This is an optimization exercise on Yosys and OpenROAD, whose aim is small area, a short achievable clock period and few clock cycles per item, not a production implementation. The RTL was checked by simulation tests, not by an equivalence proof against the original design.

==> flow/design.v <==
module fp64_add (
    input  wire [63:0] a,
    input  wire [63:0] b,
    output reg  [63:0] s
);
    localparam [63:0] QNAN = 64'h7FF8000000000000;
    wire        sa = a[63];
    wire        sb = b[63];
    wire [10:0] ea = a[62:52];
    wire [10:0] eb = b[62:52];
    wire [51:0] fa = a[51:0];
    wire [51:0] fb = b[51:0];
    wire a_nan = (ea == 11'h7FF) && (fa != 52'd0);
    wire b_nan = (eb == 11'h7FF) && (fb != 52'd0);
    wire a_inf = (ea == 11'h7FF) && (fa == 52'd0);
    wire b_inf = (eb == 11'h7FF) && (fb == 52'd0);
    wire swap = (b[62:0] > a[62:0]);
    wire        sx = swap ? sb : sa;
    wire        sy = swap ? sa : sb;
    wire [10:0] ex = swap ? eb : ea;
    wire [10:0] ey = swap ? ea : eb;
    wire [51:0] fx = swap ? fb : fa;
    wire [51:0] fy = swap ? fa : fb;
    wire [10:0] ex_e = (ex == 11'd0) ? 11'd1 : ex;
    wire [10:0] ey_e = (ey == 11'd0) ? 11'd1 : ey;
    wire [52:0] mx = {ex != 11'd0, fx};
    wire [52:0] my = {ey != 11'd0, fy};
    wire [10:0] d    = ex_e - ey_e;
    wire [5:0]  dsh  = (d > 11'd63) ? 6'd63 : d[5:0];
    wire [111:0] ysh = {my, 3'b000, 56'd0} >> dsh;
    wire        stk  = |ysh[55:0];
    wire [55:0] xal  = {mx, 3'b000};
    wire [55:0] yal  = {ysh[111:57], ysh[56] | stk};
    wire        sub  = sx ^ sy;
    wire [56:0] sum  = sub ? ({1'b0, xal} - {1'b0, yal}) : ({1'b0, xal} + {1'b0, yal});
    reg [6:0] lz;
    integer i;
    always @* begin
        lz = 7'd56;
        for (i = 0; i < 56; i = i + 1)
            if (sum[i]) lz = 7'd55 - i[6:0];
    end
    reg [55:0] nrm;
    reg [11:0] en;
    reg [6:0]  lsh;
    always @* begin
        if (sum[56]) begin
            nrm = {sum[56:2], sum[1] | sum[0]};
            en  = {1'b0, ex_e} + 12'd1;
            lsh = 7'd0;
        end else begin
            lsh = ({5'd0, lz} < ex_e - 11'd1) ? lz : ex_e[6:0] - 7'd1;
            nrm = sum[55:0] << lsh;
            en  = {1'b0, ex_e} - {5'd0, lsh};
        end
    end
    wire [52:0] m    = nrm[55:3];
    wire        g    = nrm[2];
    wire        rs   = nrm[1] | nrm[0];
    wire        inc  = g & (rs | m[0]);
    wire [53:0] mr   = {1'b0, m} + {53'd0, inc};
    wire [52:0] mf   = mr[53] ? mr[53:1] : mr[52:0];
    wire [11:0] ef   = mr[53] ? en + 12'd1 : en;
    wire        ovf  = (ef >= 12'd2047);
    wire [10:0] efld = mf[52] ? ef[10:0] : 11'd0;
    always @* begin
        if (a_nan || b_nan || (a_inf && b_inf && (sa != sb)))
            s = QNAN;
        else if (a_inf || b_inf)
            s = {sx, 11'h7FF, 52'd0};
        else if (sum == 57'd0)
            s = {sx & sy, 63'd0};
        else if (ovf)
            s = {sx, 11'h7FF, 52'd0};
        else
            s = {sx, efld, mf[51:0]};
    end
endmodule
module fp64_mul2 (
    input  wire [63:0] a,
    output reg  [63:0] y
);
    wire [10:0] e = a[62:52];
    wire [51:0] f = a[51:0];
    always @* begin
        if (e == 11'h7FF)
            y = (f != 52'd0) ? 64'h7FF8000000000000 : a;
        else if (e == 11'd0)
            y = {a[63], a[61:0], 1'b0};           
        else if (e == 11'h7FE)
            y = {a[63], 11'h7FF, 52'd0};          
        else
            y = {a[63], e + 11'd1, f};
    end
endmodule
module simpdec (
    input  wire        clk,
    input  wire        rst,
    input  wire        in_valid,
    output wire        in_ready,
    input  wire [63:0] in_u,
    input  wire [63:0] in_p,
    input  wire [63:0] in_pr,
    output reg         out_valid,
    input  wire        out_ready,
    output reg  [63:0] out_llr,
    output reg  [63:0] out_ext,
    output reg         out_bit
);
    assign in_ready = !out_valid || out_ready;
    wire [63:0] c, t, llr, dif, ext;
    fp64_add u_add_c (.a(in_u), .b(in_p), .s(c));
    fp64_mul2 u_mul2 (.a(c), .y(t));
    fp64_add u_add_llr (.a(t), .b(in_pr), .s(llr));
    fp64_add u_sub_pr (.a(llr), .b({~in_pr[63], in_pr[62:0]}), .s(dif));
    fp64_add u_sub_t (.a(dif), .b({~t[63], t[62:0]}), .s(ext));
    wire llr_pos = !llr[63] && (llr[62:0] != 63'd0) &&
                   !((llr[62:52] == 11'h7FF) && (llr[51:0] != 52'd0));
    always @(posedge clk) begin
        if (rst) begin
            out_valid <= 1'b0;
        end else if (in_ready) begin
            out_valid <= in_valid;
        end
    end
    always @(posedge clk) begin
        if (in_valid && in_ready) begin
            out_llr <= llr;
            out_ext <= ext;
            out_bit <= llr_pos;
        end
    end
endmodule
==> flow/run.sh <==
#!/bin/bash
# synth_recipe.tcl (not shown) runs the flow's synth.tcl, then flattens the netlist and writes it again
# the make line also repeats each setting of config.mk as NAME=value (left out here)
make -C /OpenROAD-flow-scripts/flow DESIGN_CONFIG=/design/flow/config.mk WORK_HOME=/design/flow/orfs CLKGATE_MAP_FILE= SYNTH_SCRIPT=/design/flow/synth_recipe.tcl finish
==> flow/config.mk <==
export PLATFORM = sky130hd
export DESIGN_NAME = simpdec
export DESIGN_NICKNAME = simpdec
export VERILOG_FILES = /design/flow/design.v
export SDC_FILE = /design/flow/constraint.sdc
export NUM_CORES = 4
export LEC_CHECK = 0
export ABC_CLOCK_PERIOD_IN_PS = 40000
export CAP_MARGIN = 40
export CORE_MARGIN = 2
export CORE_UTILIZATION = 30
export PLACE_DENSITY = 0.45
export SLEW_MARGIN = 20
==> flow/constraint.sdc <==
create_clock -name core_clock -period 150.0 [get_ports {clk}]
set_input_delay 30.0000 -clock core_clock [delete_from_list [all_inputs] [get_ports {clk}]]
set_output_delay 30.0000 -clock core_clock [all_outputs]
set_load 0.01 [all_outputs]
==> metrics.md <==
| Metric | Value |
|---|---|
| Clk latency of the worst-skew pair | `roughly 630 ps` |
| RSZ-0062 raised after global routing | `no` |
| Synthesized cell area | `between 100000 and 150000 um^2` |
| CP peak stage delay | `between 900 and 1000 ps` |
| Ys async rst share | `0%` |
| Clock root cell | `clkbuf_16` |
| Pins Over Slew Limit | `0` |
| Drt total wl | `between 800 and 900 mm` |
| Register area share after synthesis | `2.843%` |
| DIE AREA | `about 460000 um^2` |
| Starting DRT DRC Count | `about 26000` |
| Die H | `~680 um` |
| First-pass GRT wire length | `between 1000 and 1500 mm` |
| Core area | `455500 um^2` |
| Crit-path most repeated cell | `nor2_1` |
| Critical path required time | `150310 ps` |
| Post-route DRC violation count | `0` |
| Type of origin of the critical path | `primary input` |
| Area delta synth->final | `4.554%` |
| Critical path class | `in2reg` |
| Vias in the first global route | `153832` |
| IO buf count | `326` |
| Syn Inst Count | `about 19000` |
| Ys flop type | `edfxtp_1` |
| Initial antenna violation count | `39` |
| WL per Instance | `approximately 35 um` |
| Max Root-Sink Buffers | `3` |
| Clk pin slew, worst setup/hold paths | `100 ps` |
| Vias per cell | `approximately 6.7` |
| Max-cap viol count | `0` |
| Fin Setup TNS | `0 ps` |
| Synth Area per Inst | `7.185 um^2` |
| Vias | `168251` |
| Starting Density | `between 30% and 40%` |
| Final Critical Period | `roughly 140000 ps` |
| Rel. slew slack | `between 15 and 20%` |
| Setup violations, final | `0` |
| Layout cells sized above 1 | `16.33%` |
| Min-delay worst type | `reg2reg` |
| Final hold violations | `0` |
| Commonest non-fill, non-tap cells in the layout | `1931 x nor2_1, 1884 x nand2_1, 1439 x a21oi_1` |
| Num ports | `327` |
| CP max FO | `57` |
| Rows | `roughly 250` |
| Detailed Routing Iterations Pass 1 | `14` |
| Crit-path leading delay family | `compound AO/OA/AOI/OAI gates` |
| Final nets | `roughly 20000` |
| FF+latch count, synth | `130` |
| Clock tree from TritonCTS | `built` |
| Number of buffers and inverters on the critical path | `37` |
| H-tree depth | `4` |
| Clock Skew | `around 49 ps` |
| Critical-path top delay cell | `a22oi_1` |
| Worst setup EP type | `flop` |
| Largest net degree at the start of global routing | `83` |
| Tcrit/Tclk final | `94.53%` |
| Fmax | `between 0.007 and 0.008 GHz` |
| Distinct cells, synth | `around 250` |
| CP arrival | `roughly 140000 ps` |
| Antenna-violating nets left | `0` |
| Worst slew pin tran | `roughly 1200 ps` |
| GPL Wtd Cong | `1.068` |
| Post-Syn Nets | `20081` |
| Total grt overflow | `0` |
| Leading cell type in the layout, fill and taps excluded | `nor2_1` |
| GRT Total Usage | `35.67%` |
| Number of flops mapped to enable cells by yosys | `about 130` |
| Clk sink count | `130` |
| Die W | `679.7 um` |
| YS warnings | `3` |
| Status | `finished clean` |
| TritonCTS Buffers | `25` |
| Detail Placement HPWL | `between 700 and 800 mm` |
[metal layers]
metal	part of all wire (%)	up-vias	track usage (%)
li1	-	72624	-
met1	42	82456	48.35
met2	41	10909	52.29
met3	10	2238	8.122
met4	6.4	24	18.52
met5	0.018	-	0
[final cells by class]
type / count / area, um^2
fill: 50360 / 312300
multi-input combinational: 16688 / 117100
timing repair buffer: 1320 / 10750
tap: 6000 / 7507
sequential: 130 / 3894
inverter: 859 / 3272
clock buffer: 27 / 633.1
clock inverter: 6 / 51.30
antenna: 18 / 45.04
[flip-flops by register name, indices dropped and copies added (netlist names)]
register   cells
out_ext       64
out_bit        1
out_valid      1
out_llr       64
[tightest hold or removal path, cell delays in order, from the launching register on]
cell	delay, ps
dfxtp_1	320
nand2b_1	100
a21oi_1	70
[per-stage QoR]
stage                     hold slack (ps)  cell area [um^2]  instances  worst slack (ps)  util, %
final                               535.6            143200      25048              8207    31.44
after global routing                579.8            143200      25035             79.01    31.43
after CTS                           541.3            142100      24924              6239    31.20
after detailed placement            523.3            141400      24891              6107    31.04
after global placement              531.6            139800      24667              3319    30.68
after floorplan                     593.0            137000      19064             24870        -
[worst paths after layout]
path | end | cells past startpoint | from | slack [ps]
max | out_ext[6] | 496 | in_u[45] | 8210
min | out_valid | 2 | out_valid | 540
max reg2reg | out_llr[15] | 3 | out_valid | 147980
min reg2reg | out_valid | 2 | out_valid | 540
[cell usage after synthesis, drive strengths merged (218+ instances only)]
cell type / instances / area, um^2
inv: 844 / 3188
a21o: 340 / 2684
o211ai: 249 / 2048
a31oi: 305 / 2276
xnor2: 453 / 4534
mux2i: 477 / 4915
buf: 587 / 6751
o21ai: 1541 / 8050
clkbuf: 743 / 6063
o31ai: 222 / 1934
nand4: 313 / 2161
nor2: 2004 / 7826
ha: 809 / 10120
a211oi: 252 / 2150
nor4: 313 / 2596
o22ai: 218 / 1446
nor3: 712 / 4093
nand3: 678 / 3724
nand2: 1948 / 7590
a21oi: 1542 / 8224
[logic make-up after synthesis]
family,after synthesis,synth area share [%]
AO/OA/AOI/OAI,7152,38.58
XOR/XNOR,641,4.671
adder cells (fa/ha/maj),832,7.646
buffers and inverters,2251,12.42
flip-flops,130,2.843
multiplexers,689,5.861
AND/OR/NAND/NOR,7369,27.98
[timing repair]
action / in CTS / in global routing
hold buffers: 0 / 0
setup buffers: 0 / 26
endpoints found under the setup margin: 0 / 63
gates resized for setup: 0 / 43
Testbench counts, summed over its fixed seeds: cycles 160,008, items 160,000.

[separate check: timing with driven ports]
Ports are ideal in the flow. The routed layout listed here was re-timed in OpenROAD. Step 1 assumes that a clkbuf_16 drives the clock port and a buf_2 every other input. Step 2 moves the port delays by t, midway between the first and last clock arrival at a register: inputs arrive t later, outputs are due t later. That takes back most of the time a late clock gives input paths. a / b / c = ideal / step 1 / step 2; a / b = the first two.
shift t [ns]: 0.708
slack for setup (ns): 8.207 / 8.285 / 7.578
slew at the worst register clock pin (ns): 0.10 / 0.10
cell pins on the clock port's net: 1
After both steps setup and hold are still met in this run. The setup slack of this run moves by +0.078 ns with the drivers and by -0.629 ns with both steps.
